Context: an optimization exercise on an open-source flow, tuned for small area, a short achievable clock period and few clock cycles. The choices shown serve that exercise and are no tape-out recipe.
Function was checked by simulation only, so behaviour that the tests miss may differ from the original.
Power and IR drop assume default switching activity.

==> design.v <==
module lz77_dec (
    input  wire        clk,
    input  wire        rst,              
    input  wire        start,
    input  wire [15:0] npix,             
    output wire        busy,
    output wire        done,             
    output wire        err,              
    input  wire        in_valid,
    output wire        in_ready,
    input  wire [7:0]  in_byte,
    output wire        out_valid,
    input  wire        out_ready,
    output wire [23:0] out_pixel         
);
    localparam SW_N = 17;
    reg              busy_r;             
    reg              fin;                
    reg              err_r;
    reg              first;              
    reg [15:0]       prem;               
    reg              t_v;                
    reg              t_copy;             
    reg [3:0]        t_val;              
    reg [3:0]        t_rem;              
    reg [2:0]        t_n;                
    reg              t_err;              
    reg              t_more;             
    reg [7:0]        q;                  
    reg              q_v;
    reg [4*SW_N-1:0] sw;                 
    reg [1:0]        ph;                 
    reg [7:0]        pend;               
    reg              ov;
    reg [11:0]       pix;
    assign done      = busy_r && fin && !ov;
    assign busy      = busy_r && !done;
    assign err       = err_r;
    assign out_valid = ov;
    assign out_pixel = {pix[11:8], 4'h0, pix[7:4], 4'h0, pix[3:0], 4'h0};
    wire       t_last = (t_rem <= 4'd3);
    wire [1:0] n      = {t_n[2] | t_n[1], t_n[2] | t_n[0]};
    wire [3:0] x0 = t_copy ? sw[4*t_val +: 4] : t_val;
    wire [3:0] x1 = sw[4*t_val + 4 +: 4];
    wire [3:0] x2 = (t_val == 4'd15) ? sw[4*15 +: 4] : sw[4*t_val + 8 +: 4];
    wire stall  = ov && !out_ready;
    wire go     = busy_r && !fin && t_v && !stall;
    wire dec    = go && !t_err;          
    wire t_free = !t_v || (go && (t_last || t_err));
    assign in_ready = busy_r && !fin && !q_v && (!t_v || t_more);
    wire take_in = in_valid && in_ready;
    wire take_cmd = start && !busy;
    wire [2:0] tot = {1'b0, ph} + {1'b0, n};
    wire       pix_done = dec && (tot >= 3'd3);
    reg  [11:0] pix_n;
    reg  [7:0]  pend_n;
    always @* begin
        case (ph)
            2'd0:    pix_n = {x0, x1, x2};
            2'd1:    pix_n = {pend[3:0], x0, x1};
            default: pix_n = {pend[7:4], pend[3:0], x0};
        endcase
        case (tot)
            3'd1:    pend_n = {4'h0, x0};                    
            3'd2:    pend_n = (ph == 2'd0) ? {x0, x1} : {pend[3:0], x0};
            3'd4:    pend_n = {4'h0, (ph == 2'd1) ? x2 : x1};
            3'd5:    pend_n = {x1, x2};                      
            default: pend_n = pend;
        endcase
    end
    wire [1:0] ph_n = (tot >= 3'd3) ? tot[1:0] - 2'd3 : tot[1:0];
    wire       big = (prem[15:3] != 13'd0) || (prem[2:0] >= 3'd5);
    reg  [3:0] rx;
    always @* begin
        case (prem[2:0])
            3'd1:    rx = 4'd3;
            3'd2:    rx = 4'd6;
            3'd3:    rx = 4'd9;
            3'd4:    rx = 4'd12;
            default: rx = 4'd0;
        endcase
        rx = rx - {2'b00, ph};
    end
    wire [7:0] nb = q_v ? q : in_byte;
    wire [3:0] rb      = rx - {2'b00, t_v ? n : 2'd0};   
    wire [3:0] rb2     = rb - 4'd2;                       
    wire       first_a = first && !t_v;
    wire       nb_gt   = !big && (rb < 4'd2 || (rb < 4'd10 && nb[6:4] > rb2[2:0]));
    wire       nb_lt   =  big || (rb > 4'd2 && ({1'b0, nb[6:4]} < rb2));
    wire       lit_lt  =  big || (rb > 4'd1);
    always @(posedge clk) begin
        if (dec) begin
            if (first)
                sw <= {SW_N{t_val}};
            else
                sw <= ({4*SW_N{t_n[0]}} & {x0, sw[4*SW_N-1:4]})
                    | ({4*SW_N{t_n[1]}} & {x1, x0, sw[4*SW_N-1:8]})
                    | ({4*SW_N{t_n[2]}} & {x2, x1, x0, sw[4*SW_N-1:12]});
            pend <= pend_n;
        end
        if (pix_done)
            pix <= pix_n;
        if (take_in && !(t_free && !q_v))
            q <= in_byte;
        if (t_free) begin
            t_copy <= nb[7];
            t_val  <= nb[7] ? nb[3:0] : nb[6:3];
            t_rem  <= nb[7] ? {1'b0, nb[6:4]} + 4'd2 : 4'd1;
            t_n    <= !nb[7] ? 3'b001 : (nb[6:4] == 3'd0) ? 3'b010 : 3'b100;
            t_err  <= nb[7] && (first_a || nb_gt);
            t_more <= nb[7] ? (!first_a && nb_lt) : lit_lt;
        end else if (go) begin
            t_rem  <= t_rem - 4'd3;
            t_n    <= (t_rem == 4'd4) ? 3'b001 : (t_rem == 4'd5) ? 3'b010 : 3'b100;
        end
    end
    always @(posedge clk) begin
        if (rst) begin
            busy_r <= 1'b0;
            fin    <= 1'b0;
            err_r  <= 1'b0;
            first  <= 1'b0;
            prem   <= 16'd0;
            t_v    <= 1'b0;
            q_v    <= 1'b0;
            ph     <= 2'd0;
            ov     <= 1'b0;
        end else begin
            if (ov && out_ready)
                ov <= 1'b0;
            if (pix_done)
                ov <= 1'b1;
            if (take_cmd) begin
                busy_r <= 1'b1;
                fin    <= (npix == 16'd0);
                err_r  <= 1'b0;
                first  <= 1'b1;
                prem   <= npix;
                t_v    <= 1'b0;
                q_v    <= 1'b0;
                ph     <= 2'd0;
            end else begin
                if (done)
                    busy_r <= 1'b0;
                if (go) begin
                    if (t_err) begin
                        err_r <= 1'b1;
                        fin   <= 1'b1;
                    end else begin
                        first <= 1'b0;
                        ph    <= ph_n;
                        if (pix_done)
                            prem <= prem - 16'd1;
                        if (!big && rx == {2'b00, n})
                            fin <= 1'b1;
                    end
                end
                if (t_free) begin
                    t_v <= q_v || take_in;
                    q_v <= 1'b0;
                end else if (take_in) begin
                    q_v <= 1'b1;
                end
            end
        end
    end
endmodule
==> run.sh <==
#!/bin/bash
# synth_recipe.tcl (not shown) runs the flow's synth.tcl, then flattens the netlist and writes it again
# the make line also repeats each setting of config.mk as NAME=value (left out here)
make -C /OpenROAD-flow-scripts/flow DESIGN_CONFIG=/design/flow/config.mk WORK_HOME=/design/flow/orfs CLKGATE_MAP_FILE= SYNTH_SCRIPT=/design/flow/synth_recipe.tcl finish
==> config.mk <==
export PLATFORM = sky130hd
export DESIGN_NAME = lz77_dec
export DESIGN_NICKNAME = lz77_dec
export VERILOG_FILES = /design/flow/design.v
export SDC_FILE = /design/flow/constraint.sdc
export NUM_CORES = 4
export LEC_CHECK = 0
export CAP_MARGIN = 20
export CORE_MARGIN = 2
export CORE_UTILIZATION = 40
export SETUP_SLACK_MARGIN = 5
export SLEW_MARGIN = 20
==> constraint.sdc <==
create_clock -name core_clock -period 8.0 [get_ports {clk}]
set_input_delay 1.6000 -clock core_clock [delete_from_list [all_inputs] [get_ports {clk}]]
set_output_delay 1.6000 -clock core_clock [all_outputs]
set_load 0.01 [all_outputs]
==> summary.txt, run 1 <==
- The run finished with no timing, DRC or antenna violations.
- Before antenna repair, the detailed router went through 5 iterations.
- From left edge to right edge, the die measures approximately 150 um.
- The total count of hold-check failures in the final report came to 0.
- Of the available clock period, the critical path in the final layout requires 45.8%.
- The critical path class is flip-flop to flip-flop.
- Routability-driven placement finished with a final weighted congestion of 0.764.
- The total overflow left after global routing is 0.
- The count of nets left with antenna violations once routing finished came out at 0.
- The maximum clock path buffer count is 2.
- The worst hold-check path type is flip-flop to flip-flop.
- The unique cell type count in the Yosys netlist is between 60 and 70.
- The count of synthesis-stage warnings from yosys is 1.
- The synthesized flop and latch total is between 100 and 150.
- The share of power burned in combinational logic is 25.4%.
- Summed over all cells, the static leakage comes to roughly 3.9 nW.
- The clock reaches the later pin of the worst-skew pair after about 0.43 ns.
- The max-slew violation count came to 0.
- The fraction of power spent switching nets is between 20% and 30%.
- The power spent charging and discharging nets is 0.641 mW.
- The clock share of power is a little under two fifths.
- Of all flip-flops after synthesis, the portion carrying an async set or reset was 0%.
- The area growth from synthesis to layout is 23.2%.
- After the first detailed-routing iteration, the DRC count stood at about 700.
- The total negative setup slack is 0 ns.
- The die covers ~24000 um2.
- Once detailed placement completed, the half-perimeter wirelength came to around 14 mm.
- Setup violations remaining at the end of the flow were counted as 0.
- The kind of end point of the critical path is a flip-flop.
- Setup repair after global routing could not meet its margin everywhere.
- The total clock buffers created by CTS is 17.
- Yosys mapped a number of flops with a built-in enable equal to 110.
- Sorting the synthesized cells by area gives the leading types as edfxtp_1, a21oi_1, mux4_2, mux2i_1, dfxtp_1.
- After clock tree synthesis, the clock-pin slew on the worst setup and hold paths is 0.06 ns.
- The number of primary I/O pins is 58.
- Across every metal layer, demand over resource in global routing totals between 20 and 25%.
- Of the synthesized area, sequential elements account for a little over two fifths.
- The average cell area after synthesis is about 10 um2.
- The arrival time at the worst endpoint is around 3.8 ns.
- The top flip-flop cell by instance count after synthesis is edfxtp_1.
- For this block, the routed nets add up to approximately 24 mm of wire.
- The remaining max-slew budget at the tightest pin is 33.8%.
- Using the TritonRoute via totals, the vias-per-cell ratio works out to between 6 and 7.
- At the pin with the least slew margin, the transition time is slightly below 1 ns.
- Of all cell types, the one taking the most synthesized area is edfxtp_1.
- The CTS tree is done.
- Entering global routing, the biggest net connects between 70 and 80 pins.
- The worst-case hold slack is approximately 0.48 ns.
- After detailed routing, the number of remaining DRC violations is 0.
- The via count of the first global-routing pass is ~7k.
- Between clock sinks in the finished design, the worst skew comes to approximately 0.01 ns.
- The initial cell density of the core is between 40% and 50%.
- After synthesis the cells add up to between 8000 and 9000 um2.
- Power spread over the standard cell area amounts to 197 nW/um2.
- The layout net count is between 900 and 1k.
- The initial antenna violation count came to 0.
- Once routing completed, OpenROAD measured the worst setup slack at 4.33 ns.
- The max capacitance violation total is 0.
- The total chip power is about 2.2 mW.
- The commonest cells after synthesis are a21oi_1, edfxtp_1, a22oi_1.
- STA classifies the critical path startpoint as a flip-flop.
- After technology mapping, the gate count stands at between 800 and 900.
- Buffers placed on the I/O ports in this run total 45.
- The core outline area is 22000 um2.
- Cells fill roughly half of the core in the end.
- The largest driver fanout on the critical path is 4.
- The tree is rooted in a clkbuf_16.
- Across the VDD grid, the largest voltage drop is between 0.1 and 0.15 mV.
- Internal power comes to about 1.5 mW.
- The initialized floorplan defines 54 standard-cell rows.
- The die is 154 um tall.
- The total number of clock tree sinks is 135.
- The clock period minus worst slack is between 3 and 4 ns.
- Before CTS, the worst setup slack after placement is around 4.0 ns.
- In this run the number of H-tree levels came out at 4.
- The maximum achievable frequency is roughly 270 MHz.
- The critical path data required time is 8.17 ns.
- 0 antenna diodes ended up in the layout.
- The synthesized design devotes to its leading area cell type between 30% and 40% of total area.
- The first global-routing pass estimated between 30 and 40 mm of wire.
- In this run, flip-flops and latches consume approximately 38% of the power.
- The vias after detailed routing is around 7.5k.
- After detailed routing, the average wire length per cell comes to between 15 and 20 um.
- The fraction of layout cells with a size suffix above 1 is between 20% and 30%.
- The most common cell in the synthesized netlist is a21oi_1.
## path summary, 6_finish.rpt
kind | end | from | slack (ns) | depth (start not counted)
worst max register to register | t_err$_DFFE_PN_ | prem[1]$_SDFFE_PP0P_ | 4.33 | 17
worst min-delay path | prem[7]$_SDFFE_PP0P_ | prem[7]$_SDFFE_PP0P_ | 0.48 | 2
worst min register to register | prem[7]$_SDFFE_PP0P_ | prem[7]$_SDFFE_PP0P_ | 0.48 | 2
worst max-delay path | t_err$_DFFE_PN_ | prem[1]$_SDFFE_PP0P_ | 4.33 | 17
## area by class of cell
type	instances	area, um2
inverters	32	133
clock buffers	21	470
clock inverters	11	123
repair buffers	104	1090
multi-input cells	652	5100
well taps	280	350
fillers	1946	10900
flip-flops and latches	135	3830
## cell usage in the layout (no fill, tap or decap), types with 8 or more instances in the layout
master,count
a31oi_1,11
ha_1,15
mux4_2,28
a221oi_1,13
a22oi_1,62
edfxtp_1,110
mux2i_1,54
clkbuf_16,18
nand3_1,9
inv_2,8
inv_1,20
nor2_1,33
a21oi_1,151
clkdlybuf4s50_1,42
o211ai_1,8
dfxtp_1,14
buf_4,42
conb_1,12
mux2_2,13
nor2b_1,13
o21ai_0,31
nand2_1,58
## sequential cells by signal, indices dropped and copies added, names as in the netlist
name / count
prem: 16
fin: 1
pend: 8
q: 8
first: 1
t_more: 1
ov: 1
t_v: 1
q_v: 1
t_n: 3
t_copy: 1
t_val: 4
busy_r: 1
t_rem: 4
t_err: 1
ph: 2
err_r: 1
sw: 68
pix: 12
## cell families after synthesis
kind of cell | count (synthesis) | share of synthesized area [%]
AO/OA/AOI/OAI | 329 | 22.5
AND/OR/NAND/NOR | 179 | 9.84
flip-flops | 135 | 42.3
buffers and inverters | 118 | 5.62
multiplexers | 96 | 14.8
adder cells (fa/ha/maj) | 26 | 3.86
XOR/XNOR | 10 | 1.13
other | 1 | 0.0417
## routing by layer
layer / track usage [%] / routed length [um] / up-vias
li1: - / - / 3535
met3: 3.58 / 1330 / 24
met4: 6.23 / 318 / 0
met2: 31.7 / 11300 / 236
met5: 0 / 0 / -
met1: 27.9 / 10900 / 3700
## through the flow
stage,cells,area [um2]
floorplan,905,9240
global placement,1156,9710
detailed placement,1156,9720
CTS,1220,10800
global route,1235,11100
finish,1235,11100
## power by group through the flow
stage | clock network (mW) | logic [mW] | registers [mW]
final | 0.799 | 0.553 | 0.827
after global routing | 0.834 | 0.603 | 0.831
after detailed placement | 0 | 0.474 | 0.841
after CTS | 0.806 | 0.532 | 0.826
after floorplan | 0 | 0.378 | 0.831
after global placement | 0 | 0.465 | 0.841
## what timing repair did
item | 4_1_cts | 5_1_grt
gates cloned | 4 | 1
buffers inserted | 28 | 14
resized for setup | 50 | 39
hold buffers | 0 | 0
pin swaps | 22 | 22
setup endpoints to repair | 139 | 128
## critical path: stages, from the launching register on
cell and delay, ns:
dfxtp_4 0.38, inv_4 0.05, ha_4 0.15, o21bai_1 0.13
ha_2 0.20, inv_2 0.04, fa_2 0.56, inv_2 0.05
fa_2 0.55, inv_2 0.06, ha_4 0.25, inv_2 0.04
ha_4 0.22, nor2b_4 0.12, a221oi_2 0.24, a31oi_1 0.10
o211ai_1 0.19, a21oi_1 0.09
Testbench counts, summed over its fixed seeds: cycles 47,934.
==> run 2: changes to the inputs <==
--- a/design.v
+++ b/design.v
@@ -31,11 +31,17 @@
     reg [4*SW_N-1:0] sw;                 
     reg [1:0]        ph;                 
-    reg [7:0]        pend;               
     reg              ov;
-    reg [11:0]       pix;
     assign done      = busy_r && fin && !ov;
     assign busy      = busy_r && !done;
     assign err       = err_r;
     assign out_valid = ov;
+    reg [11:0] pix;
+    always @* begin
+        case (ph)
+            2'd0:    pix = {sw[4*14 +: 4], sw[4*15 +: 4], sw[4*16 +: 4]};
+            2'd1:    pix = {sw[4*13 +: 4], sw[4*14 +: 4], sw[4*15 +: 4]};
+            default: pix = {sw[4*12 +: 4], sw[4*13 +: 4], sw[4*14 +: 4]};
+        endcase
+    end
     assign out_pixel = {pix[11:8], 4'h0, pix[7:4], 4'h0, pix[3:0], 4'h0};
     wire       t_last = (t_rem <= 4'd3);
@@ -53,20 +59,4 @@
     wire [2:0] tot = {1'b0, ph} + {1'b0, n};
     wire       pix_done = dec && (tot >= 3'd3);
-    reg  [11:0] pix_n;
-    reg  [7:0]  pend_n;
-    always @* begin
-        case (ph)
-            2'd0:    pix_n = {x0, x1, x2};
-            2'd1:    pix_n = {pend[3:0], x0, x1};
-            default: pix_n = {pend[7:4], pend[3:0], x0};
-        endcase
-        case (tot)
-            3'd1:    pend_n = {4'h0, x0};                    
-            3'd2:    pend_n = (ph == 2'd0) ? {x0, x1} : {pend[3:0], x0};
-            3'd4:    pend_n = {4'h0, (ph == 2'd1) ? x2 : x1};
-            3'd5:    pend_n = {x1, x2};                      
-            default: pend_n = pend;
-        endcase
-    end
     wire [1:0] ph_n = (tot >= 3'd3) ? tot[1:0] - 2'd3 : tot[1:0];
     wire       big = (prem[15:3] != 13'd0) || (prem[2:0] >= 3'd5);
@@ -97,8 +87,5 @@
                     | ({4*SW_N{t_n[1]}} & {x1, x0, sw[4*SW_N-1:8]})
                     | ({4*SW_N{t_n[2]}} & {x2, x1, x0, sw[4*SW_N-1:12]});
-            pend <= pend_n;
         end
-        if (pix_done)
-            pix <= pix_n;
         if (take_in && !(t_free && !q_v))
             q <= in_byte;
==> run 2 against run 1 <==
Still clean; clock power shrank 2%; synthesized area decreased by 9.1%; design area is 4.8% lower; count of clock-buffer cells in the layout is 4 lower; critical endpoint unchanged; largest power group is now clock.
==> summary.txt, run 2 <==
- The run finished with no timing, DRC or antenna violations.
- The combined global-route utilization of all metal layers is a little over a fifth.
- Counting tap cells, the placed design contains a total of approximately 1.1k instances.
- IR analysis of the VDD net gives a maximum drop of 0.146 mV.
- The half-perimeter wire length of the detailed placement result is around 13 mm.
- Counting instances in the post-synthesis netlist gives the leading cell types as a21oi_1, edfxtp_1, nand2_1.
- The path with the worst hold slack has its endpoint at err_r$_SDFFE_PP0P_.
- The power per cell area is 188 nW/um2.
- The count of nets left with antenna violations once routing finished came out at 0.
- After layout, the worst path uses between 40% and 50% of the clock period.
- The number of remaining DRC errors is 0.
- By area the synthesized netlist is led by edfxtp_1, a21oi_1, mux4_2, dfxtp_1, mux2i_1.
- In the final layout, the registers with the most flip-flops are sw: 68 flops, prem: 16 flops, q: 8 flops.
- The relative area change from synthesis to final layout is 28.9%.
- During placement, the flow inserted port buffers numbering 45.
- Clock-pin slew was measured on the worst setup and hold paths at ~0.060 ns.
- The number of cells traversed by the worst register-to-register path is 17.
- The netlist area before placement is slightly above 8000 um2.
- The most common cell in the synthesized netlist is a21oi_1.
- The congestion estimate from routability-driven global placement came to slightly above 0.8.
- The region available for standard cell placement spans 20200 um2.
- The DRC marker count from the first detailed-route iteration is approximately 730.
- The tool flagged a number of max-cap violations equal to 0.
- Measured against its own limit, the worst slew margin works out to about two fifths.
- The startpoint of the most critical hold path is err_r$_SDFFE_PP0P_.
- After synthesis, the largest area contributor takes up about a third of total cell area.
- The critical path class is flip-flop to flip-flop.
- Wires add up to approximately 24 mm.
- The number of filler cells placed in the layout is 1827.
- The pre-antenna-repair detailed-routing pass consisted of 6 iterations.
- The register with the most flip-flops in the final layout is sw.
- The via count of the first global-routing pass is 7083.
- The launch instance of the worst register-to-register path is prem[1]$_SDFFE_PP0P_.
- For this run, the top clock speed supported by timing is ~290 MHz.
- The number of rows created at floorplan is 52.
- During I/O placement, the number of pins put on the boundary was 58.
- The wire length of the first global-routing pass is roughly 38 mm.
- Setup repair after global routing could not meet its margin everywhere.
- The number of enable flip-flop cells after synthesis is 90.
- The total chip power is roughly 2 mW.
- In the final routed layout, each cell accounts on average for approximately 20 um.
- The count of final setup violators is 0.
- The vias after detailed routing is approximately 7.4k.
- Hold is met by about 0.47 ns.
- The CTS tree is done.
- The max-slew violation count came to 0.
- The unique cell type count in the Yosys netlist is between 70 and 80.
- The clock period minus worst slack is about 3.5 ns.
- Cells fill between 50% and 60% of the core in the end.
- The summed area of non-filler cells in the final layout is 10600 um2.
- The floorplan step defined a die boundary enclosing approximately 22000 um2.
- In this run the vertical extent of the chip is roughly 150 um.
- The insertion delay of the later-clocked pin in the worst-skew pair is between 0.4 and 0.5 ns.
- The maximum level of the CTS H-tree is 4.
- The top flip-flop cell by instance count after synthesis is edfxtp_1.
- The critical path data required time is between 8 and 9 ns.
- The clock passes through at most 2 buffers.
- The largest driver fanout on the critical path is 4.
- The die boundary width is ~150 um.
- The worst setup path is launched from a flip-flop.
- Of all cell types, the one taking the most synthesized area is edfxtp_1.
- In this run the cell area measured after placement is about 9000 um2.
- The total clock buffers created by CTS is 17.
- Across all setup checks in the final design, the least slack found is roughly 4.5 ns.
- Leaving out filler cells and counting taps, the final layout contains between 1k and 1.5k.
- The worst setup path is captured at a flip-flop.
- The transition time at the pin with the least slew margin is approximately 0.90 ns.
- Buffers inserted to repair hold after CTS numbered 0.
- The worst hold-check path type is flip-flop to flip-flop.
- Leaving out fill and tap cells, the most frequent cells in the layout are a21oi_1, edfxtp_1, buf_4, nand2_1, a22oi_1.
- The cell count after synthesis came out at approximately 850.
- A synthesized cell averages slightly below 10 um2.
- The initial utilization of the core area, before any placement, comes to 40.6%.
- The register-to-register setup slack is 4.52 ns.
- The cell depth of the worst min-delay path is 2.
- The post-place setup slack is just over 4 ns.
- The synthesized flop and latch total is 115.
- After global routing the overflow that remains totals 0.
- The net count of the finished layout is approximately 1000.
- The initial antenna violation count is 0.
- The commonest non-fill, non-tap cell in the layout is a21oi_1.
- CTS placed an instance of clkbuf_16 at the clock tree root.
- The vias per cell is ~6.0.
- The static leakage is ~3.9 nW.
- In the final layout, the share of cells above drive strength 1 is 26.7%.
- Clock skew on the completed layout was measured at 0.00717 ns.
- The count of synthesis-stage warnings from yosys is 1.
- The arrival time at the worst endpoint is between 3 and 4 ns.
- CTS saw approximately 120 sinks.
- The number of diodes is 0.
- Entering global routing, the biggest net connects 71 pins.
- In this run the critical register-to-register path is captured at t_err$_DFFE_PN_.
- Setup total negative slack on the finished layout was measured at 0 ns.
- The register with the most flip-flops in the layout has between 60 and 70 of them.
- For this run, asynchronously set or reset flops after synthesis account for 0%.
- After synthesis, flip-flops and latches occupy 39.1% of the total area.
- The total count of hold-check failures in the final report is 0.
## run 2: cell types whose count changed in the layout (fill, tap and decap cells not counted), moves of 8 or more
cell | previous run | this run
a21oi_1 | 151 | 141
buf_4 | 42 | 84
clkdlybuf4s50_1 | 42 | 29
edfxtp_1 | 110 | 90
mux2i_1 | 54 | 42
nor2_1 | 33 | 43
nor3_1 | 6 | 15
o21ai_0 | 31 | 23
## run 2: cell type report
class | count | area (um2) | area share (%)
Multi-Input combinational cell | 635 | 4860 | 46.1
Sequential cell | 115 | 3230 | 30.6
Timing Repair Buffer | 149 | 1410 | 13.4
Clock buffer | 17 | 425 | 4.03
Tap cell | 270 | 338 | 3.20
Clock inverter | 15 | 170 | 1.61
Inverter | 28 | 116 | 1.10
## run 2: timing repair
item                       4_1_cts  5_1_grt
gates resized for setup        113       45
buffers inserted                54       33
cloned                           5        1
setup endpoints to repair      115      113
pin swaps                       20       28
## run 2: critical path, stage by stage, from the launching register on
cell,delay [ns]
dfxtp_4,0.38
inv_4,0.04
ha_4,0.15
o21bai_1,0.14
ha_2,0.21
inv_2,0.04
fa_1,0.54
inv_2,0.06
fa_2,0.55
inv_2,0.06
ha_4,0.25
inv_2,0.03
ha_4,0.26
o21ai_2,0.04
nand2b_1,0.07
nand2_1,0.06
maj3_2,0.30
o21bai_1,0.14
## run 2: logic make-up (layout without fill, tap and decap cells)
group / count (synthesis) / in the layout / share of synthesized area (%)
buffers and inverters: 113 / 209 / 6.16
muxes: 87 / 87 / 14.9
adders and majority gates: 24 / 24 / 3.92
xor gates and xnor gates: 7 / 7 / 0.749
AOI/OAI and AO/OA: 312 / 312 / 23.7
and+or+nand+nor: 192 / 193 / 11.4
other: 1 / 12 / 0.0458
DFF: 115 / 115 / 39.1
## run 2: worst max-delay path by stage
stage / from / end / depth (start not counted)
CTS: prem[1]$_SDFFE_PP0P_ / t_err$_DFFE_PN_ / 17
detailed placement: in_byte[7] / t_more$_DFFE_PN_ / 6
global route: prem[1]$_SDFFE_PP0P_ / t_err$_DFFE_PN_ / 17
finish: prem[1]$_SDFFE_PP0P_ / t_err$_DFFE_PN_ / 17
global placement: in_byte[7] / t_more$_DFFE_PN_ / 6
floorplan: prem[1]$_SDFFE_PP0P_ / t_err$_DFFE_PN_ / 17
## run 2: report_power, final
part / switching (mW) / total [mW] / leakage, nW / internal, mW
Sequential: 0.0238 / 0.702 / 1.05 / 0.678
Combinational: 0.270 / 0.503 / 2.52 / 0.233
Clock: 0.316 / 0.784 / 0.288 / 0.467
## run 2: layer usage
layer / share of wire (%) / vias up / routed length [um] / GRT usage [%]
met1: 43 / 3610 / 10500 / 30.1
met2: 48 / 304 / 11500 / 34.8
met5: 0 / - / 0 / 0
met4: 2.2 / 0 / 535 / 7.74
li1: - / 3451 / - / -
met3: 7.1 / 41 / 1710 / 3.42
Testbench counts of run 2, summed over its fixed seeds: cycles 47,934.
==> run 3: changes to the inputs <==
--- a/design.v
+++ b/design.v
@@ -20,4 +20,5 @@
     reg              first;              
     reg [15:0]       prem;               
+    reg [3:0]        rs;                 
     reg              t_v;                
     reg              t_copy;             
@@ -47,10 +48,15 @@
     wire       t_last = (t_rem <= 4'd3);
     wire [1:0] n      = {t_n[2] | t_n[1], t_n[2] | t_n[0]};
-    wire [3:0] x0 = t_copy ? sw[4*t_val +: 4] : t_val;
-    wire [3:0] x1 = sw[4*t_val + 4 +: 4];
-    wire [3:0] x2 = (t_val == 4'd15) ? sw[4*15 +: 4] : sw[4*t_val + 8 +: 4];
-    wire stall  = ov && !out_ready;
-    wire go     = busy_r && !fin && t_v && !stall;
-    wire dec    = go && !t_err;          
+    wire [4*18-1:0] ws = {sw[4*15 +: 4], sw};
+    wire [4*10-1:0] s8 = t_val[3] ? ws[4*8 +: 40] : ws[0 +: 40];
+    wire [4*6-1:0]  s4 = t_val[2] ? s8[4*4 +: 24] : s8[0 +: 24];
+    wire [4*4-1:0]  s2 = t_val[1] ? s4[4*2 +: 16] : s4[0 +: 16];
+    wire [4*3-1:0]  s1 = t_val[0] ? s2[4*1 +: 12] : s2[0 +: 12];
+    wire [3:0] x0 = t_copy ? s1[0 +: 4] : t_val;
+    wire [3:0] x1 = s1[4 +: 4];
+    wire [3:0] x2 = s1[8 +: 4];
+    wire out_ok = !ov || out_ready;      
+    wire go     = busy_r && !fin && t_v && out_ok;
+    wire dec    = busy_r && !fin && t_v && !t_err && out_ok;   
     wire t_free = !t_v || (go && (t_last || t_err));
     assign in_ready = busy_r && !fin && !q_v && (!t_v || t_more);
@@ -60,23 +66,34 @@
     wire       pix_done = dec && (tot >= 3'd3);
     wire [1:0] ph_n = (tot >= 3'd3) ? tot[1:0] - 2'd3 : tot[1:0];
-    wire       big = (prem[15:3] != 13'd0) || (prem[2:0] >= 3'd5);
-    reg  [3:0] rx;
+    wire [15:0] prem_c = {prem[15:3], 3'd0};
+    reg  [3:0]  rs_sat;
     always @* begin
-        case (prem[2:0])
-            3'd1:    rx = 4'd3;
-            3'd2:    rx = 4'd6;
-            3'd3:    rx = 4'd9;
-            3'd4:    rx = 4'd12;
-            default: rx = 4'd0;
+        rs_sat = 4'd15;
+        if (prem_c == 16'd0 && prem[2:0] == 3'd5)
+            rs_sat = 4'd15 - {1'b0, tot};
+        else if (prem_c == 16'd0 && prem[2:0] == 3'd6 && tot[2])
+            rs_sat = tot[0] ? 4'd13 : 4'd14;
+    end
+    wire [3:0]  rs_d = (rs == 4'd15) ? rs_sat : rs - {2'b00, n};
+    reg  [3:0]  rs_s;                    
+    always @* begin
+        case (npix[2:0])
+            3'd0:    rs_s = 4'd0;
+            3'd1:    rs_s = 4'd3;
+            3'd2:    rs_s = 4'd6;
+            3'd3:    rs_s = 4'd9;
+            3'd4:    rs_s = 4'd12;
+            default: rs_s = 4'd15;
         endcase
-        rx = rx - {2'b00, ph};
+        if (npix[15:3] != 13'd0)
+            rs_s = 4'd15;
     end
     wire [7:0] nb = q_v ? q : in_byte;
-    wire [3:0] rb      = rx - {2'b00, t_v ? n : 2'd0};   
+    wire [3:0] rb      = rs - {2'b00, t_v ? n : 2'd0};   
     wire [3:0] rb2     = rb - 4'd2;                       
     wire       first_a = first && !t_v;
-    wire       nb_gt   = !big && (rb < 4'd2 || (rb < 4'd10 && nb[6:4] > rb2[2:0]));
-    wire       nb_lt   =  big || (rb > 4'd2 && ({1'b0, nb[6:4]} < rb2));
-    wire       lit_lt  =  big || (rb > 4'd1);
+    wire       nb_gt   = (rb < 4'd2 || (rb < 4'd10 && nb[6:4] > rb2[2:0]));
+    wire       nb_lt   = (rb > 4'd2 && ({1'b0, nb[6:4]} < rb2));
+    wire       lit_lt  = (rb > 4'd1);
     always @(posedge clk) begin
         if (dec) begin
@@ -109,4 +126,5 @@
             first  <= 1'b0;
             prem   <= 16'd0;
+            rs     <= 4'd0;
             t_v    <= 1'b0;
             q_v    <= 1'b0;
@@ -124,4 +142,5 @@
                 first  <= 1'b1;
                 prem   <= npix;
+                rs     <= rs_s;
                 t_v    <= 1'b0;
                 q_v    <= 1'b0;
@@ -139,5 +158,6 @@
                         if (pix_done)
                             prem <= prem - 16'd1;
-                        if (!big && rx == {2'b00, n})
+                        rs    <= rs_d;
+                        if (rs == {2'b00, n})
                             fin <= 1'b1;
                     end
--- a/config.mk
+++ b/config.mk
@@ -9,4 +9,4 @@
 export CORE_MARGIN = 2
 export CORE_UTILIZATION = 40
-export SETUP_SLACK_MARGIN = 5
+export SETUP_SLACK_MARGIN = 4.5
 export SLEW_MARGIN = 20
==> run 3 against run 2 <==
Critical path depth fell by 13; final cell count down 7.1%; largest cell class unchanged; via count is 7.3% lower; still clean; synthesized cell count shrank 1.6%; clock power is 2% higher; count of clock-buffer cells in the layout unchanged; clock skew up 0.0067 ns; sequential power grew 3.8%; largest power group unchanged; total power is 3.9% lower; combinational power decreased by 23%.
==> summary.txt, run 3 <==
- The run finished with no timing, DRC or antenna violations.
- Sequential elements use between 40% and 50% of the synthesized area.
- The final worst-path cycle share is between 40% and 50%.
- The static leakage is 3.29 nW.
- The sequential cells in the finished layout cover a total of about 3300 um2.
- The placed instances occupy a cell area of roughly 8600 um2.
- The number of rows created at floorplan is a little over 50.
- The worst setup path is captured at a primary output.
- The largest driver fanout on the critical path is 10.
- The fraction of layout cells with a size suffix above 1 is between 10% and 20%.
- The worst setup path is launched from a flip-flop.
- After global routing the overflow that remains totals 0.
- Counting flops and latches in the post-synthesis netlist gives 119.
- At the worst endpoint, the arrival time is about 1.9 ns.
- The DRC marker count from the first detailed-route iteration is between 500 and 600.
- The critical path buffer and inverter count is 2.
- In the routed layout, each cell is associated on average with a via count of approximately 6.
- The clock period minus worst slack is between 3 and 4 ns.
- Measured against its own limit, the worst slew margin works out to a little over a quarter.
- In the layout the commonest cells are a21oi_1, edfxtp_1, a22oi_1, nand2_1, mux2i_1.
- The count of synthesis-stage warnings from yosys is 1.
- The relative area change from synthesis to final layout is 16.8%.
- The detail route stage leaves a number of antenna-violating nets equal to 0.
- Setup violations remaining at the end of the flow were counted as 0.
- Of all cell types, the one taking the most synthesized area is edfxtp_1.
- The mapped netlist covers just over 8000 um2.
- The worst hold-check path type is flip-flop to flip-flop.
- The cell count after synthesis came out at around 840.
- The transition time at the pin with the least slew margin is approximately 1.1 ns.
- The tree built by TritonCTS fans out to approximately 120 sinks.
- The critical path data required time is about 6.4 ns.
- Once the floorplan was initialized, standard cells occupied 41.1% of the core.
- The total negative setup slack is 0 ns.
- On the critical path, the stage with the largest delay is an instance of clkdlybuf4s50_1.
- The number of primary I/O pins is 58.
- The count of placed standard cells in the final layout, fillers left out is about 1.1k.
- The full die area is 21300 um2.
- The half-perimeter wire length of the detailed placement result is 12.8 mm.
- The number of enable flip-flop cells after synthesis is 90.
- The max-slew violation count is 0.
- The number of filler cells placed in the layout is 1867.
- The CTS tree is done.
- The largest registers in the layout are sw: 68 flops, prem: 16 flops, q: 8 flops.
- In this run the number of H-tree levels came out at 4.
- The total chip power is 1.91 mW.
- The insertion delay of the later-clocked pin in the worst-skew pair is 0.42 ns.
- The number of different library cells used by synthesis comes to between 70 and 80.
- The cell family with the largest share of critical-path delay is buffers and inverters.
- The initial antenna violation count was 0.
- The final layout contains routed wiring with a total length of 20.9 mm.
- Routability-driven placement finished with a final weighted congestion of just over 0.8.
- A synthesized cell averages 9.63 um2.
- The number of cells in the design after placement is 1088.
- Clock tree synthesis inserted a total of 17 buffers.
- The vias after detailed routing is between 6k and 7k.
- The register containing the most flip-flops in the final layout is sw.
- The detail-routed net length per standard cell is about 18 um.
- The wire length of the first global-routing pass is roughly 35 mm.
- The commonest cells after synthesis are a21oi_1, edfxtp_1, a22oi_1.
- The maximum number of pins on one net before global-route repair is between 70 and 80.
- The max capacitance violation total is 0.
- The tree is rooted in a clkbuf_16.
- The count of hold-fix buffers inserted at cts is 0.
- The register with the most flip-flops in the layout has between 60 and 70 of them.
- The worst setup path is of the flip-flop to primary output kind.
- The library cell with the highest instance count after synthesis is a21oi_1.
- On the worst path, the slowest cell contributes a delay of between 0.5 and 0.6 ns.
- The via count of the first global-routing pass is 6574.
- After synthesis, the cell types taking the most area are edfxtp_1, a21oi_1, dfxtp_1, mux2i_1, a22oi_1.
- The maximum clock path buffer count is 2.
- Global routing used between 15 and 20% of the available tracks.
- The total count of hold-check failures in the final report is 0.
- In the synthesized netlist the dominant register cell turns out to be edfxtp_1.
- The worst setup skew after layout is between 0.01 and 0.015 ns.
- The first detailed-routing pass took 5 iterations.
- The layout net count is between 900 and 1k.
- The overall die height is approximately 150 um.
- After routing the design area is ~9400 um2.
- After detailed routing, the number of remaining DRC violations is 0.
- The number of diodes is 0.
- Summing all multi-input logic gate instances after layout gives approximately 4300 um2.
- The worst-case IR drop observed on VDD is roughly 0.15 mV.
- The share of synthesized flip-flops with an asynchronous set or reset is 0%.
- The core region is 19600 um2.
- Walking the worst path, the cells encountered are buf_4 > mux2i_1 > o21ai_0 > clkdlybuf4s50_1.
- Static timing analysis puts the maximum clock frequency at approximately 290 MHz.
- Buffers placed on the I/O ports in this run total 45.
- The commonest non-fill, non-tap cell in the layout is a21oi_1.
- The area fraction of the dominant cell type after synthesis is roughly 34%.
- The power per cell area is a little over 200 nW/um2.
- The worst-case hold slack is 0.493 ns.
- From left edge to right edge, the die measures ~150 um.
- The clock-pin slew reported for the worst setup and hold paths after clock tree synthesis is ~0.060 ns.
- Setup repair after global routing could not meet its margin everywhere.
## run 3: cell count changes after synthesis, sizes merged, moves of 5 or more
cell / change
a21oi: +9
inv: +7
o21ai: -8
o311ai: +5
a221oi: -6
nand2: -8
nor2: -13
mux4: -8
## run 3: area by class of cell
| cell class | instances | share of cell area [%] |
|---|---|---|
| Clock buffer | 17 | 4.52 |
| Clock inverter | 15 | 1.90 |
| Inverter | 33 | 1.49 |
| Multi-Input combinational cell | 617 | 46.2 |
| Sequential cell | 119 | 35.0 |
| Tap cell | 265 | 3.52 |
| Timing Repair Buffer | 75 | 7.35 |
| Timing Repair inverter | 1 | 0.0930 |
## run 3: cell families after synthesis
group                      share of synthesized area [%]
and+or+nand+nor                                     11.4
DFF                                                 40.7
other                                             0.0465
AOI/OAI and AO/OA                                   24.9
adders and majority gates                           3.66
muxes                                               12.5
buffers and inverters                               5.96
xor gates and xnor gates                           0.761
## run 3: where the power goes
part	switching, mW	internal [mW]
Sequential	0.0269	0.702
Combinational	0.221	0.165
Clock	0.324	0.472
Total	0.571	1.34
## run 3: worst register-to-register path, stage by stage, from the launching register on
cell      delay (ns)
edfxtp_1        0.43
or2_2           0.34
and2_1          0.17
ha_1            0.19
inv_1           0.07
fa_1            0.48
ha_1            0.32
inv_1           0.04
ha_1            0.27
o21ai_0         0.11
a32o_1          0.24
maj3_1          0.35
a21oi_1         0.14
## run 3: through the flow
step	worst slack [ns]	util (%)
final	4.52	48.1
after global routing	4.45	48.1
after CTS	4.50	47.6
after detailed placement	3.04	43.9
after global placement	3.08	43.9
after floorplan	4.58	-
## run 3: timing repair
action | CTS | global route
buffers inserted | 12 | 8
gates cloned | 1 | 0
pin swaps | 0 | 1
endpoints found under the setup margin | 101 | 24
gates resized for setup | 10 | 7
## run 3: path summary, 6_finish.rpt
path,cells after the start,slack (ns),start,endpoint
setup reg to reg,12,4.71,t_n[2]$_DFFE_PP_,t_err$_DFFE_PN_
hold reg to reg,2,0.49,prem[9]$_SDFFE_PP0P_,prem[9]$_SDFFE_PP0P_
hold / removal,2,0.49,prem[9]$_SDFFE_PP0P_,prem[9]$_SDFFE_PP0P_
setup / recovery,4,4.52,ph[0]$_SDFFE_PP0P_,out_pixel[14]
## run 3: metal layers
| metal | routed length, um | share of wire [%] | track usage, % |
|---|---|---|---|
| met5 | 0 | 0 | 0 |
| met4 | 211 | 1.0 | 5.10 |
| met3 | 994 | 4.8 | 4.20 |
| met2 | 10100 | 48 | 31.9 |
| met1 | 9590 | 46 | 27.1 |
Testbench counts of run 3, summed over its fixed seeds: cycles 47,934.
==> run 4: changes to the inputs <==
--- a/config.mk
+++ b/config.mk
@@ -9,4 +9,4 @@
 export CORE_MARGIN = 2
 export CORE_UTILIZATION = 40
-export SETUP_SLACK_MARGIN = 4.5
+export SETUP_SLACK_MARGIN = 5
 export SLEW_MARGIN = 20
==> run 4 against run 3 <==
Still clean on timing, DRC and antenna; total power grew 5.1%; first-iteration DRC count is 24% higher; via count is 4.0% higher; synthesized cell count is the same; die area stayed put; combinational power up 18%; flip-flop and latch count unchanged; sequential share of layout area fell by 2.0 points; critical path depth rose by 1; design area rose by 6.4%; critical endpoint is now out_pixel[20]; largest cell class unchanged.
==> summary.txt, run 4 <==
- STA classifies the critical path startpoint as a flip-flop.
- In this run the cell area of the synthesized design comes to between 8000 and 9000 um2.
- The combined global-route utilization of all metal layers is a little over a fifth.
- In this run the count of I/O pins placed on the die edge is 58.
- In the final layout, the share of cells above drive strength 1 is ~22%.
- The clock period minus worst slack is 3.10 ns.
- Of the available clock period, the critical path in the final layout requires about two fifths.
- For this run, asynchronously set or reset flops after synthesis account for 0%.
- After synthesis the netlist holds a flip-flop and latch count of ~120.
- The clock-pin slew reported for the worst setup and hold paths after clock tree synthesis is roughly 0.06 ns.
- After detailed routing, the average wire length per cell comes to roughly 20 um.
- The most area-hungry cell type in the Yosys netlist is edfxtp_1.
- In the post-synthesis netlist, the cell with the most instances is a21oi_1.
- The kind of end point of the critical path is a primary output.
- Entering global routing, the biggest net connects 76 pins.
- The final estimated routing congestion in global placement is slightly below 0.8.
- The largest registers in the layout are sw: 68 flops, prem: 16 flops, q: 8 flops.
- The average cell area after synthesis is 9.63 um2.
- The static leakage is about 3.6 nW.
- The critical path's slowest cell is dfxtp_4.
- The gate count of the mapped netlist is 837.
- Setup repair after global routing could not meet its margin everywhere.
- In this design, the stage delay of the slowest critical-path cell is about 0.41 ns.
- Leaving out fill and tap cells, the most frequent cells in the layout are a21oi_1, edfxtp_1, a22oi_1, nand2_1, mux2i_1.
- The critical path goes through buf_6 > buf_6 > mux2i_1 > o21ai_2 > buf_2.
- From synthesis to final layout, the design area changed by 24.3%.
- The root buffer cell chosen for the clock tree is clkbuf_16.
- The count of hold-fix buffers inserted at cts is 0.
- CTS built an H-tree with a depth of 4.
- The leftover overflow at the end of global routing is 0.
- The critical path data required time is 6.40 ns.
- The maximum achievable frequency is between 300 and 400 MHz.
- The total number of clock tree sinks is approximately 120.
- The fraction of met1 tracks used by global routing is slightly below 30%.
- The initial cell density of the core is about two fifths.
- The worst setup skew after layout is between 0.01 and 0.015 ns.
- The maximum vdd ir drop is about 0.14 mV.
- The post-synthesis sequential area ratio is around 41%.
- The final wirelength is ~23 mm.
- The wire length of the first global-routing pass is approximately 36 mm.
- The worst-case hold slack is roughly 0.48 ns.
- The power per cell area is about 200 nW/um2.
- The overall die height is between 100 and 150 um.
- The top flip-flop cell by instance count after synthesis is edfxtp_1.
- The commonest cells after synthesis are a21oi_1, edfxtp_1, a22oi_1.
- The CTS tree is done.
- The number of enable flip-flop cells after synthesis is 90.
- The register containing the most flip-flops in the final layout is sw.
- The worst hold path belongs to the class flip-flop to flip-flop.
- The flow ran to the end and the layout has no timing, DRC or antenna violations.
- After global routing, the most crowded layer is met2.
- Counting distinct cell types in the post-synthesis netlist gives 73.
- The transition time at the pin with the least slew margin is 1.05 ns.
- The initial antenna violation count is 0.
- Buffers inserted during clock tree synthesis total 17.
- The largest driver fanout on the critical path is 4.
- The number of diodes is 0.
- For this run, the number of Yosys warnings is 1.
- The area fraction of the dominant cell type after synthesis is between 30 and 40%.
- The number of flip-flops in the largest register is 68.
- For this block, the via count after detailed routing is between 7k and 8k.
- The max capacitance violation total is 0.
- The total count of hold-check failures in the final report was 0.
- Setup violations remaining at the end of the flow were counted as 0.
- Total power for the finished layout comes to approximately 2.0 mW.
- The quantity of I/O buffers inserted on ports is 45.
- The met2 demand-to-capacity share in global routing is between 30% and 40%.
- The via count of the first global-routing pass was between 6k and 7k.
- The max-slew violation count came to 0.
- The first routing iteration left around 700 violations.
- The critical path class is flip-flop to primary output.
- In this run the register-to-register setup slack is roughly 4.9 ns.
- The number of rows created at floorplan is 51.
- The maximum clock path buffer count is 2.
- The half-perimeter wire length of the detailed placement result is ~13 mm.
- The met3 track utilization from global routing is slightly above 4%.
- The total negative setup slack is 0 ns.
- The insertion delay of the later-clocked pin in the worst-skew pair is 0.43 ns.
- In this run the tightest slew margin relative to its limit is between 20% and 30%.
- The residual antenna-violating net count after detailed routing is 0.
- The number of remaining DRC errors is 0.
- The die covers approximately 21000 um2.
- The arrival time at the worst endpoint is about 1.5 ns.
- The floorplan step set the die width to approximately 150 um.
- In the post-synthesis netlist, the biggest area contributors are edfxtp_1, a21oi_1, dfxtp_1, mux2i_1, a22oi_1.
- The most frequent cell on the critical path is buf_6.
- In this run the standard cell core region covers around 20000 um2.
- The commonest non-fill, non-tap cell in the layout is a21oi_1.
- At the end of the flow, the number of nets in the layout was 942.
- After detailed routing, the number of vias per cell comes to around 6.1.
- The number of detailed-routing iterations run before antenna repair is 5.
==> run 4: final timing paths <==
| kind | start | to | cells past startpoint |
|---|---|---|---|
| max reg2reg | t_n[2]$_DFFE_PP_ | t_err$_DFFE_PN_ | 13 |
| min reg2reg | err_r$_SDFFE_PP0P_ | err_r$_SDFFE_PP0P_ | 2 |
| max | ph[0]$_SDFFE_PP0P_ | out_pixel[20] | 5 |
| min | err_r$_SDFFE_PP0P_ | err_r$_SDFFE_PP0P_ | 2 |
==> run 4: worst max-delay path, delay by kind of cell, from the launching register on <==
family	cells	cell delay, ns
DFF	1	0.41
buffers and inverters	3	0.39
muxes	1	0.20
AOI/OAI and AO/OA	1	0.08
==> run 4: repair_timing <==
| action | CTS | global route |
|---|---|---|
| gates cloned | 3 | 2 |
| setup buffers | 32 | 13 |
| pin swaps | 13 | 24 |
| resized for setup | 114 | 40 |
| setup endpoints to repair | 121 | 38 |
==> run 4: power by group <==
part	leakage (nW)	switching [mW]	total, mW	internal (mW)
Clock	0.296	0.324	0.823	0.498
Combinational	2.21	0.251	0.455	0.204
Sequential	1.08	0.0275	0.730	0.702
Total	3.58	0.603	2.01	1.40
==> run 4: kinds of logic (layout without fill, tap and decap cells) <==
| group | Yosys count | after routing | share of synthesized area (%) |
|---|---|---|---|
| xor+xnor | 7 | 7 | 0.761 |
| flops | 119 | 119 | 40.7 |
| buf+inv | 112 | 169 | 5.96 |
| other cells | 1 | 12 | 0.0465 |
| simple gates | 179 | 179 | 11.4 |
| fa+ha+maj | 22 | 22 | 3.66 |
| compound gates | 321 | 321 | 24.9 |
| mux | 76 | 76 | 12.5 |
==> run 4: cell type report <==
type	count	area, um2
sequential	119	3300
multi-input combinational	617	4620
timing repair inverter	3	38.8
clock inverter	15	190
timing repair buffer	101	955
inverter	33	155
fill	1791	9580
clock buffer	17	425
tap	265	332
==> run 4: per-stage QoR <==
stage               setup slack, ns  instance area, um2  utilization (%)  std cells
floorplan                      4.67                8160                -        848
global placement               3.34                8640             44.1       1088
detailed placement             3.29                8640             44.1       1088
CTS                            4.85                9720             49.6       1155
global route                   4.84               10000             51.1       1170
finish                         4.90               10000             51.1       1170
==> run 4: metal layers <==
layer | vias up | part of all wire (%)
met1 | 3496 | 44
met3 | 28 | 7.1
met4 | 0 | 1.3
met2 | 290 | 47
li1 | 3326 | -
met5 | - | 0
==> run 5: changes to the inputs <==
--- a/design.v
+++ b/design.v
@@ -31,5 +31,5 @@
     reg              q_v;
     reg [4*SW_N-1:0] sw;                 
-    reg [1:0]        ph;                 
+    reg [2:0]        ph3;                
     reg              ov;
     assign done      = busy_r && fin && !ov;
@@ -39,9 +39,7 @@
     reg [11:0] pix;
     always @* begin
-        case (ph)
-            2'd0:    pix = {sw[4*14 +: 4], sw[4*15 +: 4], sw[4*16 +: 4]};
-            2'd1:    pix = {sw[4*13 +: 4], sw[4*14 +: 4], sw[4*15 +: 4]};
-            default: pix = {sw[4*12 +: 4], sw[4*13 +: 4], sw[4*14 +: 4]};
-        endcase
+        pix = ({12{ph3[0]}} & {sw[4*14 +: 4], sw[4*15 +: 4], sw[4*16 +: 4]})
+            | ({12{ph3[1]}} & {sw[4*13 +: 4], sw[4*14 +: 4], sw[4*15 +: 4]})
+            | ({12{ph3[2]}} & {sw[4*12 +: 4], sw[4*13 +: 4], sw[4*14 +: 4]});
     end
     assign out_pixel = {pix[11:8], 4'h0, pix[7:4], 4'h0, pix[3:0], 4'h0};
@@ -63,7 +61,9 @@
     wire take_in = in_valid && in_ready;
     wire take_cmd = start && !busy;
+    wire [1:0] ph  = {ph3[2], ph3[1]};
     wire [2:0] tot = {1'b0, ph} + {1'b0, n};
     wire       pix_done = dec && (tot >= 3'd3);
-    wire [1:0] ph_n = (tot >= 3'd3) ? tot[1:0] - 2'd3 : tot[1:0];
+    wire [2:0] ph3_n = t_n[0] ? {ph3[1:0], ph3[2]}
+                     : t_n[1] ? {ph3[0], ph3[2:1]} : ph3;
     wire [15:0] prem_c = {prem[15:3], 3'd0};
     reg  [3:0]  rs_sat;
@@ -129,5 +129,5 @@
             t_v    <= 1'b0;
             q_v    <= 1'b0;
-            ph     <= 2'd0;
+            ph3    <= 3'b001;
             ov     <= 1'b0;
         end else begin
@@ -145,5 +145,5 @@
                 t_v    <= 1'b0;
                 q_v    <= 1'b0;
-                ph     <= 2'd0;
+                ph3    <= 3'b001;
             end else begin
                 if (done)
@@ -155,5 +155,5 @@
                     end else begin
                         first <= 1'b0;
-                        ph    <= ph_n;
+                        ph3   <= ph3_n;
                         if (pix_done)
                             prem <= prem - 16'd1;
--- a/config.mk
+++ b/config.mk
@@ -9,4 +9,6 @@
 export CORE_MARGIN = 2
 export CORE_UTILIZATION = 40
+export CTS_BUF_LIST = sky130_fd_sc_hd__clkbuf_8
+export CTS_CLUSTER_SIZE = 30
 export SETUP_SLACK_MARGIN = 5
 export SLEW_MARGIN = 20
==> run 5 against run 4 <==
Sequential power up 0.5%; final cell count down 0.77%; clock power down 27%; largest cell class unchanged.
==> summary.txt, run 5 <==
- The largest registers in the layout are sw: 68 flops, prem: 16 flops, q: 8 flops.
- The fraction of layout cells with a size suffix above 1 is a little under a quarter.
- The total count of hold-check failures in the final report is 0.
- In this run the standard cell core region covers approximately 20000 um2.
- The top flip-flop cell by instance count after synthesis is edfxtp_1.
- After detailed routing, the average wire length per cell comes to between 15 and 20 um.
- Averaged over all synthesized cells, the footprint is 9.81 um2.
- The top cell types in the final layout, fill and taps aside, are a21oi_1, edfxtp_1, a22oi_1, buf_4, nand2_1.
- Entering global routing, the biggest net connects 69 pins.
- The total clock buffers created by CTS is 17.
- The count of hold-fix buffers inserted at cts is 0.
- The max-slew violation count is 0.
- The relative area change from synthesis to final layout is 21.9%.
- The worst setup skew after layout is around 0.012 ns.
- Counting tap cells, the placed design contains a total of roughly 1.1k instances.
- The critical path data required time is 6.40 ns.
- Headroom to the max-slew limit came out at between 40 and 50%.
- For this run, design rule violations remaining after detail routing come to 0.
- Summed over all failing endpoints, the final setup total negative slack is 0 ns.
- The insertion delay of the later-clocked pin in the worst-skew pair is between 0.4 and 0.5 ns.
- For this block, the routed nets add up to around 23 mm of wire.
- Dividing total power by cell area gives a power density of roughly 180 nW/um2.
- After the last flow step, the layout net total stands at between 900 and 1k.
- The H-tree generated during clock tree synthesis spans 4 levels.
- The root buffer cell chosen for the clock tree is clkbuf_8.
- The initial cell density of the core is between 40% and 50%.
- The netlist area before placement is ~8100 um2.
- Walking the worst path, the cells encountered are buf_4 > a222oi_1 > inv_1 > buf_2.
- The total chip power is 1.76 mW.
- The stage delay of the slowest cell on the critical path is 0.40 ns.
- The pre-antenna-repair detailed-routing pass consisted of 8 iterations.
- The full die area is about 21000 um2.
- Leaving out filler cells and counting taps, the final layout contains ~1.2k.
- Setup violations remaining at the end of the flow were counted as 0.
- Synthesis produced 821 cells.
- Dividing the final minimum period by the clock period gives approximately 40%.
- The register with the most flip-flops in the layout has slightly below 70 of them.
- The total number of clock tree sinks is 120.
- Counting flops per register, the top entry is sw.
- The number of filler cells placed in the layout is ~1.8k.
- The post-synthesis sequential area ratio is between 40% and 50%.
- The wire length of the first global-routing pass is 36.9 mm.
- Registers take 3330 um2.
- The number of different library cells used by synthesis comes to between 70 and 80.
- The setup slack of the critical path after layout is just under 5 ns.
- The share of synthesized flip-flops with an asynchronous set or reset is 0%.
- The residual antenna-violating net count after detailed routing is 0.
- The critical path's slowest cell is a222oi_1.
- Global routing used 21.4% of the available tracks across all layers.
- The static leakage is between 3 and 4 nW.
- The worst-case hold slack is ~0.5 ns.
- After detailed routing, the number of vias per cell comes to around 6.
- The final estimated routing congestion in global placement is just over 0.8.
- The largest driver fanout on the critical path is 2.
- The arrival time at the worst endpoint is ~1.6 ns.
- The CTS tree is done.
- Yosys mapped a number of flops with a built-in enable equal to 90.
- The critical path class is flip-flop to primary output.
- Setup repair after global routing could not meet its margin everywhere.
- The floorplan step set the die height to between 100 and 150 um.
- Clock-pin slew was measured on the worst setup and hold paths at about 0.080 ns.
- Summing over every cut layer, the via total after detailed routing is a little over 7k.
- The clock period minus worst slack is ~3.2 ns.
- In this run the biggest area consumer among cell types represents approximately a third of the synthesized area.
- By count the netlist is led by a21oi_1, edfxtp_1, a22oi_1.
- Prior to clock tree synthesis, the placed netlist has a worst setup slack of 3.84 ns.
- VDD sags by at most between 0.1 and 0.15 mV.
- The initial antenna violation count is 0.
- The max capacitance violation total is 0.
- The leftover overflow at the end of global routing is 0.
- The library cell with the highest instance count after synthesis is a21oi_1.
- For this run, the number of Yosys warnings is 1.
- The number of buffers and inverters on the critical path is 3.
- Timing would allow up to 313 MHz.
- The biggest area contributor in the post-synthesis netlist is edfxtp_1.
- The half-perimeter wire length of the detailed placement result is 12.7 mm.
- STA classifies the critical path startpoint as a flip-flop.
- By area the synthesized netlist is led by edfxtp_1, a21oi_1, dfxtp_1, mux4_2, a22oi_1.
- The run finished with no timing, DRC or antenna violations.
- During placement, the flow inserted port buffers numbering 45.
- In this run the core area contains ~50 standard-cell rows.
- For the pin with the worst max-slew slack, the measured transition is 0.791 ns.
- The via count of the first global-routing pass is between 6k and 7k.
- STA classifies the critical path endpoint as a primary output.
- The area of combinational cells with multiple inputs is 4510 um2.
- The library cell used most frequently in the layout, excluding fill and tap cells, is a21oi_1.
- The worst hold-check path type is flip-flop to flip-flop.
- The die boundary width is 146 um.
- The maximum clock path buffer count is 2.
- The detailed router finished its first iteration with between 500 and 600 violations.
- The number of antenna diodes in the final layout is 0.
- The number of primary I/O pins is 58.
- In this run, synthesis produced a sequential element count of 120.
- The cell family with the largest share of critical-path delay is compound AO/OA/AOI/OAI gates.
run 5: cell types whose count changed after synthesis, sizes merged, moves of 5 or more:
cell	delta
nand2	-14
o22ai	-5
buf	-9
a221oi	+7
nor2	+6
o21ai	-13
o211ai	+6
mux4	+6
inv	+12
a21oi	-7
clkbuf	+7
a222oi	+11
mux2i	-28
run 5: report_power, final:
group          switching, mW  total (mW)  leakage [nW]  internal [mW]
Combinational          0.239       0.431          2.18          0.192
Sequential            0.0288       0.734          1.09          0.706
Clock                  0.263       0.598         0.220          0.335
run 5: cell type report:
type / instances / share of cell area [%]
Sequential cell: 120 / 33.9
Timing Repair Buffer: 109 / 10.7
Clock buffer: 17 / 2.38
Inverter: 45 / 1.84
Multi-Input combinational cell: 590 / 45.9
Tap cell: 265 / 3.38
Clock inverter: 15 / 1.87
run 5: layer usage:
layer	wire length (um)	track usage, %	vias up
met5	0	0	-
met4	204	5.74	0
met3	1510	4.80	17
met2	11200	34.5	251
met1	10000	29.0	3539
li1	-	-	3304
run 5: final timing paths:
kind | cells after the start | start | to | slack, ns
max | 4 | sw[58]$_DFFE_PP_ | out_pixel[6] | 4.81
min reg2reg | 2 | prem[13]$_SDFFE_PP0P_ | prem[13]$_SDFFE_PP0P_ | 0.49
max reg2reg | 13 | t_n[0]$_DFFE_PP_ | t_err$_DFFE_PN_ | 4.91
min | 2 | prem[13]$_SDFFE_PP0P_ | prem[13]$_SDFFE_PP0P_ | 0.49
run 5: stage by stage:
stage          area [um2]  utilization, %
2_1_floorplan        8160               -
3_3_place_gp         8670            44.3
3_5_place_dp         8670            44.3
4_1_cts              9700            49.5
5_1_grt              9820            50.1
6_report             9820            50.1
run 5: worst register-to-register path: stages, from the launching register on:
cell	delay, ns
edfxtp_1	0.43
buf_12	0.15
or2_4	0.25
and2_4	0.17
ha_4	0.16
inv_2	0.06
fa_2	0.46
ha_4	0.29
inv_2	0.04
ha_4	0.26
o21ai_2	0.05
a32o_2	0.22
maj3_2	0.30
a21oi_2	0.12
run 5: repair_timing:
item / 4_1_cts / 5_1_grt
endpoints found under the setup margin: 118 / 28
endpoints found under the hold margin: 0 / 0
cloned: 4 / 0
resized for setup: 108 / 31
setup buffers: 40 / 6
pin swaps: 24 / 20
run 5: kinds of logic (layout without fill, tap and decap cells):
group | Yosys count | after routing | synth area share, %
buffers and inverters | 122 | 186 | 6.54
AOI/OAI and AO/OA | 319 | 319 | 26.1
adders and majority gates | 21 | 21 | 3.51
muxes | 55 | 55 | 10.9
xor gates and xnor gates | 5 | 5 | 0.544
and+or+nand+nor | 178 | 178 | 11.4
DFF | 120 | 120 | 41.0
other | 1 | 12 | 0.0466
Testbench counts of run 5, summed over its fixed seeds: cycles 47,934.
==> run 6: changes to the inputs <==
--- a/config.mk
+++ b/config.mk
@@ -9,6 +9,4 @@
 export CORE_MARGIN = 2
 export CORE_UTILIZATION = 40
-export CTS_BUF_LIST = sky130_fd_sc_hd__clkbuf_8
-export CTS_CLUSTER_SIZE = 30
 export SETUP_SLACK_MARGIN = 5
 export SLEW_MARGIN = 20
==> run 6 against run 5 <==
Synthesized area stayed put; still clean; via count is 1.7% higher; highest routed layer unchanged; critical path depth did not move; combinational power is essentially flat; final cell count increased by 0.60%.
==> summary.txt, run 6 <==
- The initialized floorplan defines about 50 standard-cell rows.
- The register containing the most flip-flops in the final layout is sw.
- The critical path is of the flip-flop to primary output type.
- Synthesis instantiated between 70 and 80 different standard cells from the library.
- The cell count along the critical path is 4.
- After the last flow step, the layout net total stands at about 940.
- Port buffering added between 40 and 50 buffers.
- Entering global routing, the biggest net connects between 60 and 70 pins.
- The initial antenna violation count is 0.
- The post-place setup slack is 3.84 ns.
- After clock tree synthesis, the clock-pin slew on the worst setup and hold paths is approximately 0.05 ns.
- In this run the worst setup path begins at sw[58]$_DFFE_PP_.
- For the worst setup path, the data required time is roughly 6.4 ns.
- The count of nets left with antenna violations once routing finished came out at 0.
- The run finished with no timing, DRC or antenna violations.
- The synthesized design spends more area on one cell type than any other, namely edfxtp_1.
- The transition time at the pin with the least slew margin is between 0.7 and 0.8 ns.
- The synthesized netlist occupies a cell area of 8050 um2.
- The worst pin sits at a relative slew slack of around 48%.
- The DRC marker count from the first detailed-route iteration is ~560.
- The first global-routing pass estimated about 38 mm of wire.
- Once routing completed, OpenROAD measured the worst setup slack at 4.82 ns.
- The average cell area after synthesis is between 9 and 10 um2.
- Of the synthesized area, sequential elements account for just over 40%.
- The number of cells traversed by the worst register-to-register path is 13.
- After detailed routing, the total wire length is ~23 mm.
- The die covers roughly 21000 um2.
- Routability-driven placement finished with a final weighted congestion of roughly 0.81.
- The kind of end point of the critical path is a primary output.
- After global routing the overflow that remains totals 0.
- The arrival time at the worst endpoint is 1.58 ns.
- The total chip power is approximately 1.9 mW.
- In the layout the commonest cells are a21oi_1, edfxtp_1, a22oi_1, buf_4, nand2_1.
- The HPWL after detailed placement is roughly 13 mm.
- After clock tree synthesis, the flow added hold-fix buffers numbering 0.
- After layout, the worst path uses 39.7% of the clock period.
- The static leakage is 3.61 nW.
- The first TritonRoute pass finished after 6 iterations.
- The final core utilization is about 51%.
- Counting every instance in the synthesized netlist gives a little over 800.
- The power per cell area is about 190 nW/um2.
- The slowest stage of the critical path is the a222oi_1 cell.
- The top flip-flop cell by instance count after synthesis is edfxtp_1.
- The count of synthesis-stage warnings from yosys is 1.
- In the final timing run, aggregate negative setup slack is 0 ns.
- 0 antenna diodes ended up in the layout.
- The most common cell in the synthesized netlist is a21oi_1.
- After layout, the minimum clock period comes to between 3 and 4 ns.
- Along the worst hold path, the cell count comes to 2.
- The detail-routed net length per standard cell is between 20 and 25 um.
- The count of final setup violators is 0.
- The critical path buffer and inverter count is 3.
- The commonest cells after synthesis are a21oi_1, edfxtp_1, a22oi_1.
- TritonCTS built the clock tree.
- Grouping stages by cell kind, the critical path spends the most delay in compound AO/OA/AOI/OAI gates.
- The total clock buffers created by CTS is 17.
- The kind of start point of the critical path is a flip-flop.
- In this run the horizontal extent of the chip is 146 um.
- The signal on the critical path passes through buf_4 > a222oi_1 > inv_1 > buf_2.
- The area fraction of the dominant cell type after synthesis is 33.6%.
- The routed layout has roughly 7.2k vias.
- The synthesized flop and latch total is 120.
- The number of primary I/O pins is between 50 and 60.
- The register with the most flip-flops in the layout has between 60 and 70 of them.
- The number of remaining DRC errors is 0.
- The clock tree synthesis step divided the H-tree into 4 levels.
- The total count of hold-check failures in the final report came to 0.
- Hold timing on the final database bottoms out at a slack of around 0.49 ns.
- Between clock sinks in the finished design, the worst skew comes to a little under 0.01 ns.
- In the final layout, the registers with the most flip-flops are sw: 68 flops, prem: 16 flops, q: 8 flops.
- The initial utilization of the core area, before any placement, comes to 41.1%.
- Of all nets on the critical path, the largest fanout is 2.
- In the post-synthesis netlist, the biggest area contributors are edfxtp_1, a21oi_1, dfxtp_1, mux4_2, a22oi_1.
- Max-cap violations in this run came to 0.
- The die is ~150 um tall.
- The insertion delay of the later-clocked pin in the worst-skew pair is ~0.43 ns.
- The maximum clock path buffer count is 2.
- The relative area change from synthesis to final layout is 25.1%.
- Cells with a size suffix above 1 make up about a quarter of the layout.
- Leaving out fill and tap cells, the most frequent cell in the layout is a21oi_1.
- The maximum vdd ir drop is about 0.14 mV.
- The largest single stage delay on the critical path is around 0.41 ns.
- The total number of clock tree sinks is 120.
- The startpoint identified for the worst register-to-register timing path is t_n[0]$_DFFE_PP_.
- Setup repair after global routing could not meet its margin everywhere.
- The worst hold-check path type is flip-flop to flip-flop.
- For this run, the top clock speed supported by timing is around 310 MHz.
- The vias per cell is ~6.2.
- The startpoint of the most critical hold path is err_r$_SDFFE_PP0P_.
- The via count of the first global-routing pass was a little under 7k.
- In the synthesized netlist the async set-or-reset flop fraction comes to 0%.
- The core outline area is 19600 um2.
- Across every metal layer, demand over resource in global routing totals between 20 and 25%.
- The tree is rooted in a clkbuf_16.
- The max-slew violation count is 0.
- The number of enable flip-flop cells after synthesis is 90.
-- run 6: cell counts after synthesis --
No cell type changed its count.
-- run 6: power by group --
| part | switching [mW] | total [mW] | internal (mW) |
|---|---|---|---|
| Sequential | 0.0286 | 0.736 | 0.707 |
| Clock | 0.297 | 0.766 | 0.468 |
| Combinational | 0.239 | 0.431 | 0.192 |
| Total | 0.565 | 1.93 | 1.37 |
-- run 6: path summary, 6_finish.rpt --
path,to,slack [ns]
max,out_pixel[6],4.82
min,err_r$_SDFFE_PP0P_,0.49
max reg2reg,t_err$_DFFE_PN_,4.92
min reg2reg,err_r$_SDFFE_PP0P_,0.49
-- run 6: cell type report --
cell class / count / area (um2)
tap: 265 / 332
clock inverter: 9 / 56.3
fill: 1801 / 9520
multi-input combinational: 590 / 4520
inverter: 45 / 180
timing repair buffer: 116 / 1120
clock buffer: 23 / 533
sequential: 120 / 3330
-- run 6: stage by stage --
stage | instance area [um2] | std cells
final | 10100 | 1168
after global placement | 8670 | 1079
after CTS | 9930 | 1162
after detailed placement | 8670 | 1079
after global routing | 10100 | 1168
after floorplan | 8160 | 832
-- run 6: layer usage --
metal	part of all wire, %	wire (um)	global-route usage (%)
met1	43	10000	29.9
met2	49	11400	36.0
met3	7.0	1640	5.27
met4	1.4	317	5.74
met5	0	0	0
-- run 6: logic make-up (layout without fill, tap and decap cells) --
| kind of cell | Yosys count | count (layout) | share of synthesized area [%] |
|---|---|---|---|
| muxes | 55 | 55 | 10.9 |
| other | 1 | 12 | 0.0466 |
| adders and majority gates | 21 | 21 | 3.51 |
| AOI/OAI and AO/OA | 319 | 319 | 26.1 |
| and+or+nand+nor | 178 | 178 | 11.4 |
| buffers and inverters | 122 | 193 | 6.54 |
| DFF | 120 | 120 | 41.0 |
| xor gates and xnor gates | 5 | 5 | 0.544 |
-- run 6: timing repair --
action,CTS,global route
pin swaps,25,23
setup buffers,47,6
gates cloned,4,0
gates resized for setup,117,33
endpoints found under the setup margin,119,29
-- run 6: worst min-delay path, stage by stage, from the launching register on --
cell     delay (ns)
dfxtp_1        0.33
a21oi_1        0.05
nor2_1         0.07

[port drivers added, routing unchanged]
The results above use ideal ports. As a check the final layouts listed here were re-extracted and re-timed, cells and wires unchanged. Step 1: set_driving_cell puts a clkbuf_16 on clk and a buf_2 on each other input, an assumption about the parent block. Step 2, shift: input delay + t, output delay - t, t = (earliest + latest rising clock arrival at the registers) / 2. This alone moves slack from input paths to output paths. Three values: ideal ports, drivers, drivers and shift; two values: the first two.
| run | shift t [ns] | setup slack, ns | worst hold slack (ns) |
|---|---|---|---|
| run 1 | 0.471 | 4.334 / 4.334 / 4.142 | 0.477 / 0.477 / 0.477 |
| run 2 | 0.467 | 4.522 / 4.522 / 4.414 | 0.470 / 0.470 / 0.470 |
| run 3 | 0.458 | 4.520 / 4.480 / 4.232 | 0.493 / 0.493 / 0.493 |
| run 4 | 0.468 | 4.901 / 4.854 / 4.518 | 0.480 / 0.480 / 0.480 |
| run 5 | 0.477 | 4.809 / 4.771 / 4.479 | 0.488 / 0.488 / 0.488 |
| run 6 | 0.474 | 4.822 / 4.774 / 4.495 | 0.486 / 0.486 / 0.486 |
After both steps setup and hold are still met in every run listed. For run 4, which loses most, drivers alone change the setup slack by -0.047 ns; drivers and shift together by -0.383 ns.
